This design comes from an exercise in tuning for small area, a short achievable clock period and few clock cycles on the open sky130 flow, not from production work.
In this exercise RTL edits were held to simulation tests only and were not proved equivalent to the original.
Power figures rest on the tool's default switching activity, not on a simulated workload.

### flow/design.v
module sdio_spi_engine (
    input  wire        clk,
    input  wire        rst,             
    input  wire        op_valid,
    output wire        op_ready,
    input  wire [7:0]  op_sel,          
    input  wire [7:0]  op_index,
    input  wire [31:0] op_arg,
    input  wire [16:0] op_count,
    input  wire [9:0]  op_block_size,
    input  wire        op_mode,
    input  wire [1:0]  op_fn,
    input  wire [2:0]  op_width,
    output reg         res_valid,
    output reg  [3:0]  res_code,
    output reg  [7:0]  res_status,
    output reg  [7:0]  res_stuff,
    output reg         ev_valid,
    output reg  [2:0]  ev_kind,
    output reg  [7:0]  ev_tx,
    input  wire        ev_ready,
    input  wire [7:0]  ev_rx,
    input  wire        wd_valid,
    output wire        wd_ready,
    input  wire [7:0]  wd_data,
    output reg         rd_valid,
    output reg  [7:0]  rd_data
);
    localparam [2:0] EV_CS1   = 3'd0,
                     EV_CS0   = 3'd1,
                     EV_TX    = 3'd2,
                     EV_RX    = 3'd3,
                     EV_CRIT1 = 3'd4,
                     EV_CRIT0 = 3'd5;
    localparam [3:0] R_SUCCESS       = 4'd0,
                     R_UNSPECIFIED   = 4'd1,
                     R_NOT_READY     = 4'd2,
                     R_INV_RESP      = 4'd3,
                     R_INV_RESP_DATA = 4'd4,
                     R_INV_CRC       = 4'd5,
                     R_TIMEOUT       = 4'd6,
                     R_FAULT         = 4'd8;
    localparam [7:0] SEL_SEND_COMMAND = 8'h10,
                     SEL_GET_DATA     = 8'h20,
                     SEL_PUT_DATA     = 8'h21,
                     SEL_SET_ADDR     = 8'h30;
    localparam [7:0] MODE_SWITCH_INDEX = 8'd63;
    localparam [16:0] KH_ADDR_B2 = 17'h10000,
                      KH_ADDR_B3 = 17'h10001,
                      KH_ADDR_AW = 17'h10002;
    localparam [7:0] N_READY  = 8'd200,
                     N_RESP   = 8'd200,
                     N_START  = 8'd200,
                     N_WREADY = 8'd200,
                     N_DRT    = 8'd4,
                     N_FINAL  = 8'd255;
    localparam [7:0] TOK_START = 8'hFE,
                     TOK_MULTI = 8'hFC,
                     TOK_STOP  = 8'hFD,
                     BUS_IDLE  = 8'hFF;
    function [6:0] crc7_byte(input [6:0] acc, input [7:0] b);
        integer k;
        reg [6:0] r;
        reg fb;
        begin
            r = acc;
            for (k = 7; k >= 0; k = k - 1) begin
                fb = b[k] ^ r[6];
                r  = {r[5:0], 1'b0};
                if (fb) r = r ^ 7'h09;
            end
            crc7_byte = r;
        end
    endfunction
    function [15:0] crc16_byte(input [15:0] acc, input [7:0] b);
        integer k;
        reg [15:0] r;
        begin
            r = acc ^ {b, 8'h00};
            for (k = 0; k < 8; k = k + 1) begin
                if (r[15]) r = {r[14:0], 1'b0} ^ 16'h1021;
                else       r = {r[14:0], 1'b0};
            end
            crc16_byte = r;
        end
    endfunction
    localparam [5:0] S_IDLE     = 6'd0,
                     S_DONE     = 6'd1,
                     S_C_CS1    = 6'd2,
                     S_C_RDY    = 6'd3,
                     S_C_CRC    = 6'd4,
                     S_C_TX     = 6'd5,
                     S_C_RESP   = 6'd6,
                     S_C_STUFF  = 6'd7,
                     S_C_CS0    = 6'd8,
                     S_G_CS1    = 6'd10,
                     S_G_TOK    = 6'd11,
                     S_G_PAY    = 6'd12,
                     S_G_CRCH   = 6'd13,
                     S_G_CRCL   = 6'd14,
                     S_G_CS0    = 6'd15,
                     S_P_CS1    = 6'd20,
                     S_P_RDY    = 6'd21,
                     S_P_TOK    = 6'd22,
                     S_P_DAT    = 6'd23,
                     S_P_CRCH   = 6'd24,
                     S_P_CRCL   = 6'd25,
                     S_P_CRIT1  = 6'd26,
                     S_P_DRT    = 6'd27,
                     S_P_CRIT0  = 6'd28,
                     S_P_STOP   = 6'd29,
                     S_P_FIN    = 6'd30,
                     S_P_CS0    = 6'd31;
    reg [5:0]  state;
    reg [7:0]  sel;
    reg [16:0] count;
    reg [9:0]  bsize;
    reg        mode;
    reg [1:0]  fn;
    reg [31:0] addr;
    reg [7:0]  aw_code;
    reg [7:0]  cmd_idx;
    reg [31:0] cmd_arg;
    reg [6:0]  crc7;
    reg [2:0]  fidx;           
    reg        cmd_nr;         
    reg [1:0]  aw_step;        
    reg [7:0]  status;
    reg [7:0]  stuff;
    reg [7:0]  poll;           
    reg [16:0] rem;            
    reg [9:0]  blk_len;        
    reg [9:0]  bcnt;           
    reg [16:0] blk;            
    reg [15:0] crc16;
    reg [7:0]  crc_hi;
    reg [7:0]  tok;
    reg [3:0]  res;
    reg [7:0] frame_byte;
    always @(*) begin
        case (fidx)
            3'd0:    frame_byte = 8'h40 | cmd_idx;
            3'd1:    frame_byte = cmd_arg[31:24];
            3'd2:    frame_byte = cmd_arg[23:16];
            3'd3:    frame_byte = cmd_arg[15:8];
            3'd4:    frame_byte = cmd_arg[7:0];
            default: frame_byte = (cmd_idx == MODE_SWITCH_INDEX) ? 8'hFF : {crc7, 1'b1};
        endcase
    end
    wire [16:0] put_nblk  = mode ? count : 17'd1;
    wire [9:0]  put_blen  = mode ? bsize : count[9:0];
    wire        put_multi = mode && (count > 17'd1);
    function [31:0] aw_arg(input [1:0] step, input [1:0] f, input [31:0] a, input [7:0] code);
        begin
            case (step)
                2'd0:    aw_arg = {1'b1, f, 1'b0, 1'b0, 1'b0, KH_ADDR_B2, 1'b0, a[23:16]};
                2'd1:    aw_arg = {1'b1, f, 1'b0, 1'b0, 1'b0, KH_ADDR_B3, 1'b0, a[31:24]};
                default: aw_arg = {1'b1, f, 1'b0, 1'b0, 1'b0, KH_ADDR_AW, 1'b0, code};
            endcase
        end
    endfunction
    wire idx_ok   = (op_index == 8'd0) || (op_index == 8'd52) ||
                    (op_index == 8'd53) || (op_index == 8'd63);
    wire bs_ok    = (op_block_size >= 10'd1) && (op_block_size <= 10'd512);
    wire width_ok = (op_width == 3'd1) || (op_width == 3'd2) || (op_width == 3'd4);
    wire fn_ok    = (op_fn == 2'd1) || (op_fn == 2'd2);
    wire put_ok   = (!op_mode || bs_ok) && (op_count >= 17'd1) &&
                    (op_mode || op_count <= 17'd512);
    assign op_ready = (state == S_IDLE);
    assign wd_ready = (state == S_P_DAT) && !ev_valid;
    always @(posedge clk) begin
        if (rst) begin
            state     <= S_IDLE;
            ev_valid  <= 1'b0;
            res_valid <= 1'b0;
            rd_valid  <= 1'b0;
        end else begin
            res_valid <= 1'b0;
            rd_valid  <= 1'b0;
            case (state)
            S_IDLE: begin
                if (op_valid) begin
                    sel     <= op_sel;
                    count   <= op_count;
                    bsize   <= op_block_size;
                    mode    <= op_mode;
                    fn      <= op_fn;
                    addr    <= op_arg;
                    aw_code <= (op_width == 3'd1) ? 8'h00 :
                               (op_width == 3'd2) ? 8'h01 : 8'h02;
                    case (op_sel)
                        SEL_SEND_COMMAND: begin
                            if (!idx_ok) begin
                                res   <= R_FAULT;
                                state <= S_DONE;
                            end else begin
                                cmd_idx <= op_index;
                                cmd_arg <= op_arg;
                                state   <= S_C_CS1;
                            end
                        end
                        SEL_SET_ADDR: begin
                            if (!width_ok || !fn_ok) begin
                                res   <= R_FAULT;
                                state <= S_DONE;
                            end else begin
                                aw_step <= 2'd0;
                                cmd_idx <= 8'd52;
                                cmd_arg <= aw_arg(2'd0, op_fn, op_arg, 8'h00);
                                state   <= S_C_CS1;
                            end
                        end
                        SEL_GET_DATA: begin
                            if (!bs_ok) begin
                                res   <= R_FAULT;
                                state <= S_DONE;
                            end else begin
                                state <= S_G_CS1;
                            end
                        end
                        SEL_PUT_DATA: begin
                            if (!put_ok) begin
                                res   <= R_FAULT;
                                state <= S_DONE;
                            end else begin
                                state <= S_P_CS1;
                            end
                        end
                        default: begin
                            res   <= R_FAULT;
                            state <= S_DONE;
                        end
                    endcase
                end
            end
            S_DONE: begin
                res_valid <= 1'b1;
                res_code  <= res;
                if (sel == SEL_SEND_COMMAND) begin
                    res_status <= status;
                    res_stuff  <= stuff;
                end
                state <= S_IDLE;
            end
            S_C_CS1: begin
                if (!ev_valid) begin
                    ev_valid <= 1'b1;
                    ev_kind  <= EV_CS1;
                end else if (ev_ready) begin
                    ev_valid <= 1'b0;
                    poll     <= 8'd0;
                    cmd_nr   <= 1'b0;
                    crc7     <= 7'd0;
                    fidx     <= 3'd0;
                    if (cmd_idx == MODE_SWITCH_INDEX) state <= S_C_CRC;
                    else                              state <= S_C_RDY;
                end
            end
            S_C_RDY: begin
                if (!ev_valid) begin
                    ev_valid <= 1'b1;
                    ev_kind  <= EV_RX;
                end else if (ev_ready) begin
                    ev_valid <= 1'b0;
                    if (ev_rx == BUS_IDLE) begin
                        state <= S_C_CRC;
                    end else if (poll == N_READY - 8'd1) begin
                        cmd_nr <= 1'b1;
                        state  <= S_C_CS0;
                    end else begin
                        poll <= poll + 8'd1;
                    end
                end
            end
            S_C_CRC: begin
                crc7 <= crc7_byte(crc7, frame_byte);
                if (fidx == 3'd4) begin
                    fidx  <= 3'd0;
                    state <= S_C_TX;
                end else begin
                    fidx <= fidx + 3'd1;
                end
            end
            S_C_TX: begin
                if (!ev_valid) begin
                    ev_valid <= 1'b1;
                    ev_kind  <= EV_TX;
                    ev_tx    <= frame_byte;
                end else if (ev_ready) begin
                    ev_valid <= 1'b0;
                    if (fidx == 3'd5) begin
                        poll  <= 8'd0;
                        state <= S_C_RESP;
                    end else begin
                        fidx <= fidx + 3'd1;
                    end
                end
            end
            S_C_RESP: begin
                if (!ev_valid) begin
                    ev_valid <= 1'b1;
                    ev_kind  <= EV_RX;
                end else if (ev_ready) begin
                    ev_valid <= 1'b0;
                    status   <= ev_rx;
                    if (ev_rx != BUS_IDLE || poll == N_RESP - 8'd1)
                        state <= S_C_STUFF;
                    else
                        poll <= poll + 8'd1;
                end
            end
            S_C_STUFF: begin
                if (!ev_valid) begin
                    ev_valid <= 1'b1;
                    ev_kind  <= EV_RX;
                end else if (ev_ready) begin
                    ev_valid <= 1'b0;
                    stuff    <= ev_rx;
                    state    <= S_C_CS0;
                end
            end
            S_C_CS0: begin
                if (!ev_valid) begin
                    ev_valid <= 1'b1;
                    ev_kind  <= EV_CS0;
                end else if (ev_ready) begin
                    ev_valid <= 1'b0;
                    if (cmd_nr) begin
                        res   <= R_NOT_READY;
                        state <= S_DONE;
                    end else if (status != 8'h00) begin
                        res   <= R_INV_RESP;
                        state <= S_DONE;
                    end else if (cmd_idx == 8'd53 && stuff != 8'h00) begin
                        res   <= R_INV_RESP_DATA;
                        state <= S_DONE;
                    end else if (sel == SEL_SET_ADDR && aw_step != 2'd2) begin
                        aw_step <= aw_step + 2'd1;
                        cmd_arg <= aw_arg(aw_step + 2'd1, fn, addr, aw_code);
                        state   <= S_C_CS1;
                    end else begin
                        res   <= R_SUCCESS;
                        state <= S_DONE;
                    end
                end
            end
            S_G_CS1: begin
                if (!ev_valid) begin
                    ev_valid <= 1'b1;
                    ev_kind  <= EV_CS1;
                end else if (ev_ready) begin
                    ev_valid <= 1'b0;
                    rem      <= count;
                    poll     <= 8'd0;
                    if (count == 17'd0) begin
                        res   <= R_SUCCESS;
                        state <= S_G_CS0;
                    end else begin
                        state <= S_G_TOK;
                    end
                end
            end
            S_G_TOK: begin
                if (!ev_valid) begin
                    ev_valid <= 1'b1;
                    ev_kind  <= EV_RX;
                end else if (ev_ready) begin
                    ev_valid <= 1'b0;
                    if (ev_rx == TOK_START) begin
                        blk_len <= (rem < {7'd0, bsize}) ? rem[9:0] : bsize;
                        bcnt    <= 10'd0;
                        crc16   <= 16'h0000;
                        state   <= S_G_PAY;
                    end else if (poll == N_START - 8'd1) begin
                        res   <= R_TIMEOUT;
                        state <= S_G_CS0;
                    end else begin
                        poll <= poll + 8'd1;
                    end
                end
            end
            S_G_PAY: begin
                if (!ev_valid) begin
                    ev_valid <= 1'b1;
                    ev_kind  <= EV_RX;
                end else if (ev_ready) begin
                    ev_valid <= 1'b0;
                    crc16    <= crc16_byte(crc16, ev_rx);
                    rd_valid <= 1'b1;
                    rd_data  <= ev_rx;
                    if (bcnt == blk_len - 10'd1) state <= S_G_CRCH;
                    else                         bcnt  <= bcnt + 10'd1;
                end
            end
            S_G_CRCH: begin
                if (!ev_valid) begin
                    ev_valid <= 1'b1;
                    ev_kind  <= EV_RX;
                end else if (ev_ready) begin
                    ev_valid <= 1'b0;
                    crc_hi   <= ev_rx;
                    state    <= S_G_CRCL;
                end
            end
            S_G_CRCL: begin
                if (!ev_valid) begin
                    ev_valid <= 1'b1;
                    ev_kind  <= EV_RX;
                end else if (ev_ready) begin
                    ev_valid <= 1'b0;
                    if ({crc_hi, ev_rx} != crc16) begin
                        res   <= R_INV_CRC;
                        state <= S_G_CS0;
                    end else if (rem == {7'd0, blk_len}) begin
                        rem   <= 17'd0;
                        res   <= R_SUCCESS;
                        state <= S_G_CS0;
                    end else begin
                        rem   <= rem - {7'd0, blk_len};
                        poll  <= 8'd0;
                        state <= S_G_TOK;
                    end
                end
            end
            S_G_CS0: begin
                if (!ev_valid) begin
                    ev_valid <= 1'b1;
                    ev_kind  <= EV_CS0;
                end else if (ev_ready) begin
                    ev_valid <= 1'b0;
                    state    <= S_DONE;
                end
            end
            S_P_CS1: begin
                if (!ev_valid) begin
                    ev_valid <= 1'b1;
                    ev_kind  <= EV_CS1;
                end else if (ev_ready) begin
                    ev_valid <= 1'b0;
                    blk      <= 17'd0;
                    poll     <= 8'd0;
                    res      <= R_SUCCESS;
                    state    <= S_P_RDY;
                end
            end
            S_P_RDY: begin
                if (!ev_valid) begin
                    ev_valid <= 1'b1;
                    ev_kind  <= EV_RX;
                end else if (ev_ready) begin
                    ev_valid <= 1'b0;
                    if (ev_rx == BUS_IDLE) begin
                        state <= S_P_TOK;
                    end else if (poll == N_WREADY - 8'd1) begin
                        res   <= R_NOT_READY;
                        poll  <= 8'd0;
                        state <= S_P_FIN;
                    end else begin
                        poll <= poll + 8'd1;
                    end
                end
            end
            S_P_TOK: begin
                if (!ev_valid) begin
                    ev_valid <= 1'b1;
                    ev_kind  <= EV_TX;
                    ev_tx    <= put_multi ? TOK_MULTI : TOK_START;
                end else if (ev_ready) begin
                    ev_valid <= 1'b0;
                    bcnt     <= 10'd0;
                    crc16    <= 16'h0000;
                    state    <= S_P_DAT;
                end
            end
            S_P_DAT: begin
                if (!ev_valid) begin
                    if (wd_valid) begin
                        ev_valid <= 1'b1;
                        ev_kind  <= EV_TX;
                        ev_tx    <= wd_data;
                        crc16    <= crc16_byte(crc16, wd_data);
                    end
                end else if (ev_ready) begin
                    ev_valid <= 1'b0;
                    if (bcnt == put_blen - 10'd1) state <= S_P_CRCH;
                    else                          bcnt  <= bcnt + 10'd1;
                end
            end
            S_P_CRCH: begin
                if (!ev_valid) begin
                    ev_valid <= 1'b1;
                    ev_kind  <= EV_TX;
                    ev_tx    <= crc16[15:8];
                end else if (ev_ready) begin
                    ev_valid <= 1'b0;
                    state    <= S_P_CRCL;
                end
            end
            S_P_CRCL: begin
                if (!ev_valid) begin
                    ev_valid <= 1'b1;
                    ev_kind  <= EV_TX;
                    ev_tx    <= crc16[7:0];
                end else if (ev_ready) begin
                    ev_valid <= 1'b0;
                    state    <= S_P_CRIT1;
                end
            end
            S_P_CRIT1: begin
                if (!ev_valid) begin
                    ev_valid <= 1'b1;
                    ev_kind  <= EV_CRIT1;
                end else if (ev_ready) begin
                    ev_valid <= 1'b0;
                    poll     <= 8'd0;
                    state    <= S_P_DRT;
                end
            end
            S_P_DRT: begin
                if (!ev_valid) begin
                    ev_valid <= 1'b1;
                    ev_kind  <= EV_RX;
                end else if (ev_ready) begin
                    ev_valid <= 1'b0;
                    tok      <= ev_rx;
                    if (ev_rx != BUS_IDLE || poll == N_DRT - 8'd1)
                        state <= S_P_CRIT0;
                    else
                        poll <= poll + 8'd1;
                end
            end
            S_P_CRIT0: begin
                if (!ev_valid) begin
                    ev_valid <= 1'b1;
                    ev_kind  <= EV_CRIT0;
                end else if (ev_ready) begin
                    ev_valid <= 1'b0;
                    poll     <= 8'd0;
                    if (tok == 8'hE5) begin
                        if (blk == put_nblk - 17'd1) begin
                            state <= put_multi ? S_P_STOP : S_P_FIN;
                        end else begin
                            blk   <= blk + 17'd1;
                            state <= S_P_RDY;
                        end
                    end else begin
                        if (tok == 8'hEB || tok == 8'hED) res <= R_INV_RESP;
                        else if (tok == BUS_IDLE)         res <= R_TIMEOUT;
                        else                              res <= R_UNSPECIFIED;
                        state <= S_P_FIN;
                    end
                end
            end
            S_P_STOP: begin
                if (!ev_valid) begin
                    ev_valid <= 1'b1;
                    ev_kind  <= EV_TX;
                    ev_tx    <= TOK_STOP;
                end else if (ev_ready) begin
                    ev_valid <= 1'b0;
                    poll     <= 8'd0;
                    state    <= S_P_FIN;
                end
            end
            S_P_FIN: begin
                if (!ev_valid) begin
                    ev_valid <= 1'b1;
                    ev_kind  <= EV_RX;
                end else if (ev_ready) begin
                    ev_valid <= 1'b0;
                    if (ev_rx == BUS_IDLE || poll == N_FINAL - 8'd1)
                        state <= S_P_CS0;
                    else
                        poll <= poll + 8'd1;
                end
            end
            S_P_CS0: begin
                if (!ev_valid) begin
                    ev_valid <= 1'b1;
                    ev_kind  <= EV_CS0;
                end else if (ev_ready) begin
                    ev_valid <= 1'b0;
                    state    <= S_DONE;
                end
            end
            default: state <= S_IDLE;
            endcase
        end
    end
endmodule
### flow/run.sh
#!/bin/bash
# synth_recipe.tcl (not shown) runs the flow's synth.tcl, then flattens the netlist and writes it again
# the make line also repeats each setting of config.mk as NAME=value (left out here)
make -C /OpenROAD-flow-scripts/flow DESIGN_CONFIG=/design/flow/config.mk WORK_HOME=/design/flow/orfs CLKGATE_MAP_FILE= SYNTH_SCRIPT=/design/flow/synth_recipe.tcl finish
### flow/config.mk
export PLATFORM = sky130hd
export DESIGN_NAME = sdio_spi_engine
export DESIGN_NICKNAME = sdio_spi_engine
export VERILOG_FILES = /design/flow/design.v
export SDC_FILE = /design/flow/constraint.sdc
export NUM_CORES = 4
export LEC_CHECK = 0
export CAP_MARGIN = 20
export CORE_MARGIN = 2
export CORE_UTILIZATION = 40
export SLEW_MARGIN = 20
### flow/constraint.sdc
create_clock -name core_clock -period 5.0 [get_ports {clk}]
set_input_delay 1.0000 -clock core_clock [delete_from_list [all_inputs] [get_ports {clk}]]
set_output_delay 1.0000 -clock core_clock [all_outputs]
set_load 0.01 [all_outputs]
==> run notes <==
worst max-delay path, delay by kind of cell (launching register included):
family	cells	cell delay (ns)
and+or+nand+nor	1	0.32
buffers and inverters	4	1.73
DFF	1	0.30
area by class of cell:
cell class              count  area (um2)  share of cell area
clock buffers              32         758              0.0393
repair buffers            178        1700              0.0881
flip-flops and latches    270        8030               0.416
multi-input cells        1134        7660               0.397
clock inverters            23         309              0.0160
well taps                 525         657              0.0341
inverters                  45         169             0.00876
worst max-delay path by stage:
stage               endpoint  slack, ns  depth (start not counted)
floorplan             blk[0]       0.38                         17
global placement     poll[4]       1.19                          9
detailed placement  state[2]       1.11                          9
CTS                 op_ready       1.09                          5
global route        op_ready       0.94                          5
finish              op_ready       1.06                          5
per-stage QoR:
| step | cell area [um2] | std cells | setup WS [ns] | utilization | hold slack, ns |
|---|---|---|---|---|---|
| CTS | 19300 | 2207 | 1.09 | 0.483 | 0.450 |
| detailed placement | 18200 | 2152 | 1.11 | 0.456 | 0.434 |
| finish | 19300 | 2207 | 1.06 | 0.483 | 0.451 |
| global route | 19300 | 2207 | 0.935 | 0.483 | 0.458 |
| global placement | 18200 | 2152 | 1.19 | 0.456 | 0.439 |
| floorplan | 16200 | 1544 | 0.382 | - | 0.400 |
power by group:
part	internal [uW]	switching (uW)
logic	221	276
registers	2530	61.8
clock network	1460	929
logic make-up after synthesis:
| group | count (synthesis) | synth area share |
|---|---|---|
| and+or+nand+nor | 582 | 0.194 |
| AOI/OAI and AO/OA | 327 | 0.140 |
| DFF | 270 | 0.495 |
| xor gates and xnor gates | 143 | 0.0786 |
| buffers and inverters | 140 | 0.0343 |
| muxes | 46 | 0.0295 |
| adders and majority gates | 36 | 0.0282 |
synthesized netlist by cell type (35+ instances only):
cell      instances
edfxtp_1        262
nor2_1          137
nand2_1          94
xnor2_1          74
clkbuf_1         71
xor2_1           67
a21oi_1          63
o21ai_0          57
nand3_1          51
inv_1            45
nor3_1           45
nor4_1           38
a22oi_1          36
ha_1             35
metal layers:
layer | vias up | track usage | share of wire
li1 | 6095 | - | -
met1 | 6282 | 0.308 | 0.45
met2 | 528 | 0.339 | 0.44
met3 | 105 | 0.0401 | 0.072
met4 | 2 | 0.0719 | 0.031
met5 | - | 0 | 0.00035
state kept, by name, summed over array words and instances (netlist names), 10 cells and up:
signal	flops
count	17
rem	17
blk_len	10
cmd_arg	32
addr	16
bcnt	10
bsize	10
blk	17
crc16	16
==> run notes <==
- CP arrival: 2.94 ns
- R2R cell count: 10
- Leakage: 0.00649 uW
- Crit path from: state[3]
- Synth Flop Type: edfxtp_1
- PD cells: between 200 and 300 mW/mm2
- Longest Clk Path Bufs: 3
- Fillers: 3671
- Synth area leader: edfxtp_1
- 1st-iter DRT viols: 1346
- Largest net degree at the start of global routing: 44
- Clk Tree Root Cell: clkbuf_16
- Avg WL per Cell: 21.0 um
- Num Clock Sinks: 270
- Layout Skew: 0.0112 ns
- CP max FO: 43
- F_max: 0.254 GHz
- Synth area leaders: edfxtp_1, xnor2_1, xor2_1
- Final Power: roughly 5500 uW
- Post-synthesis instance total: roughly 1500
- Worst setup SP type: flop
- Critical Path, Cell by Cell: buf_4, inv_1, nand3b_1, inv_1, clkdlybuf4s50_1
- Clk Latency, worst-skew pair: ~0.58 ns
- DIE AREA: 0.0422 mm2
- Yosys top cell area share: 0.485
- Hold endpoint: res_status[6]
- Most Frequent Cell on Critical Path: inv_1
- Cts hold-fix bufs: 0
- Period utilization: 0.788
- Post-CTS Resized: 0
- Headroom to the max-slew limit: 0.309
- Max-Cap Viols: 0
- R2R Setup Slk: 1.21 ns
- Reg clk slew, reported paths: 0.06 ns
- Status: timing/DRC/antenna clean
- Setup TNS: 0 ns
- CP max stage cell: clkdlybuf4s50_1
- Hold path start: status[6]
- Hold path depth: 0
- Reg-to-reg startpoint: mode
- GRT Util Overall: 0.218
- EDFF count, synth: 262
- Vias in the first global route: 12400
- FFs w/ async S/R, synth: 0
- Area of the core: 0.0399 mm2
- Yosys warnings: 1
- Row count: 73
- Initial cell density of the core: 0.406
- Initial antenna violation count: 2
- FF+latch count, synth: 270
- ANT cells: 0
- Netlist cell types: 95
- Layout area overhead: 18.9%
- Routed via count: 13000
- CTS tree: built
- Worst-Margin Slew: between 1 and 1.5 ns
- Syn_nets: 1682
- Worst Path Required: roughly 4 ns
- Crit path time final: 3.94 ns
- Leading cell types in the layout, fill and taps excluded: edfxtp_1, clkdlybuf4s50_1, nor2_1
- Synth Cell Area: 0.0162 mm2
- Type of the worst setup path: flop to output port
- DR vias/cell: 5.90
- Gpl congestion: roughly 0.95
- Die width: 205 um
- Maximum vdd drop: 0.229 mV
- Global-route wire length before repair: 71600 um
- NumNets Final: between 1500 and 2000
- Gr ovfl total: 0
- Port Buffers: around 150
- HPWL Detailed: 34500 um
- DRT Pass-1 Iters: 6
- Slew Viols, Final: 0
- Commonest non-fill, non-tap cell in the layout: edfxtp_1
- Mean post-synth cell area: 10.5 um2
- Share of layout cells above drive strength 1: 0.0755
- Setup Fix Bufs, Post-CTS: 0
- Sequential-to-total area share from yosys stat: 0.495
- ANT nets after route: 0
- Final setup vio count: 0
- H-tree levels: 1
- Hold WC Path Type: flop to flop
- DRC: 0
- Final Hold Viols: 0
- Num CTS Buffers: 30
- Boundary pin count: between 100 and 150
- Slowest Stage Delay on Critical Path: between 0.6 and 0.7 ns
- Final wirelength: ~46000 um
- CP endpoint kind: output port
- RSZ-0062 raised after global routing: no
- FF-to-FF End: blk[16]
- Die H: 205 um
Testbench counts, summed over its fixed seeds: cycles 465,743.

-- what the ideal ports hide --
How much do the figures lean on ideal ports? The routed layout below was timed once more, with nothing changed but the port constraints. Step 1 sets driving cells, clkbuf_16 on the clock port and buf_2 on the other inputs (assumed; they add their load-dependent delay and slew). Step 2 moves the port delays by t, midway between the first and last clock arrival at a register: inputs arrive t later, outputs are due t later. That takes back most of the time a late clock gives input paths. a / b / c = ideal ports / drivers / drivers and shift; a / b = the first two.
shift t [ns]: 0.627
setup WS [ns]: 1.062 / 1.010 / 1.085
worst setup path at the end: input to register
latest minus earliest clock arrival (ns): 0.013 / 0.014
worst slew at a driven data input, ns: 0.08
After both steps setup and hold are still met in this run. For this run, drivers alone change the setup slack by -0.052 ns; drivers and shift together by +0.023 ns.
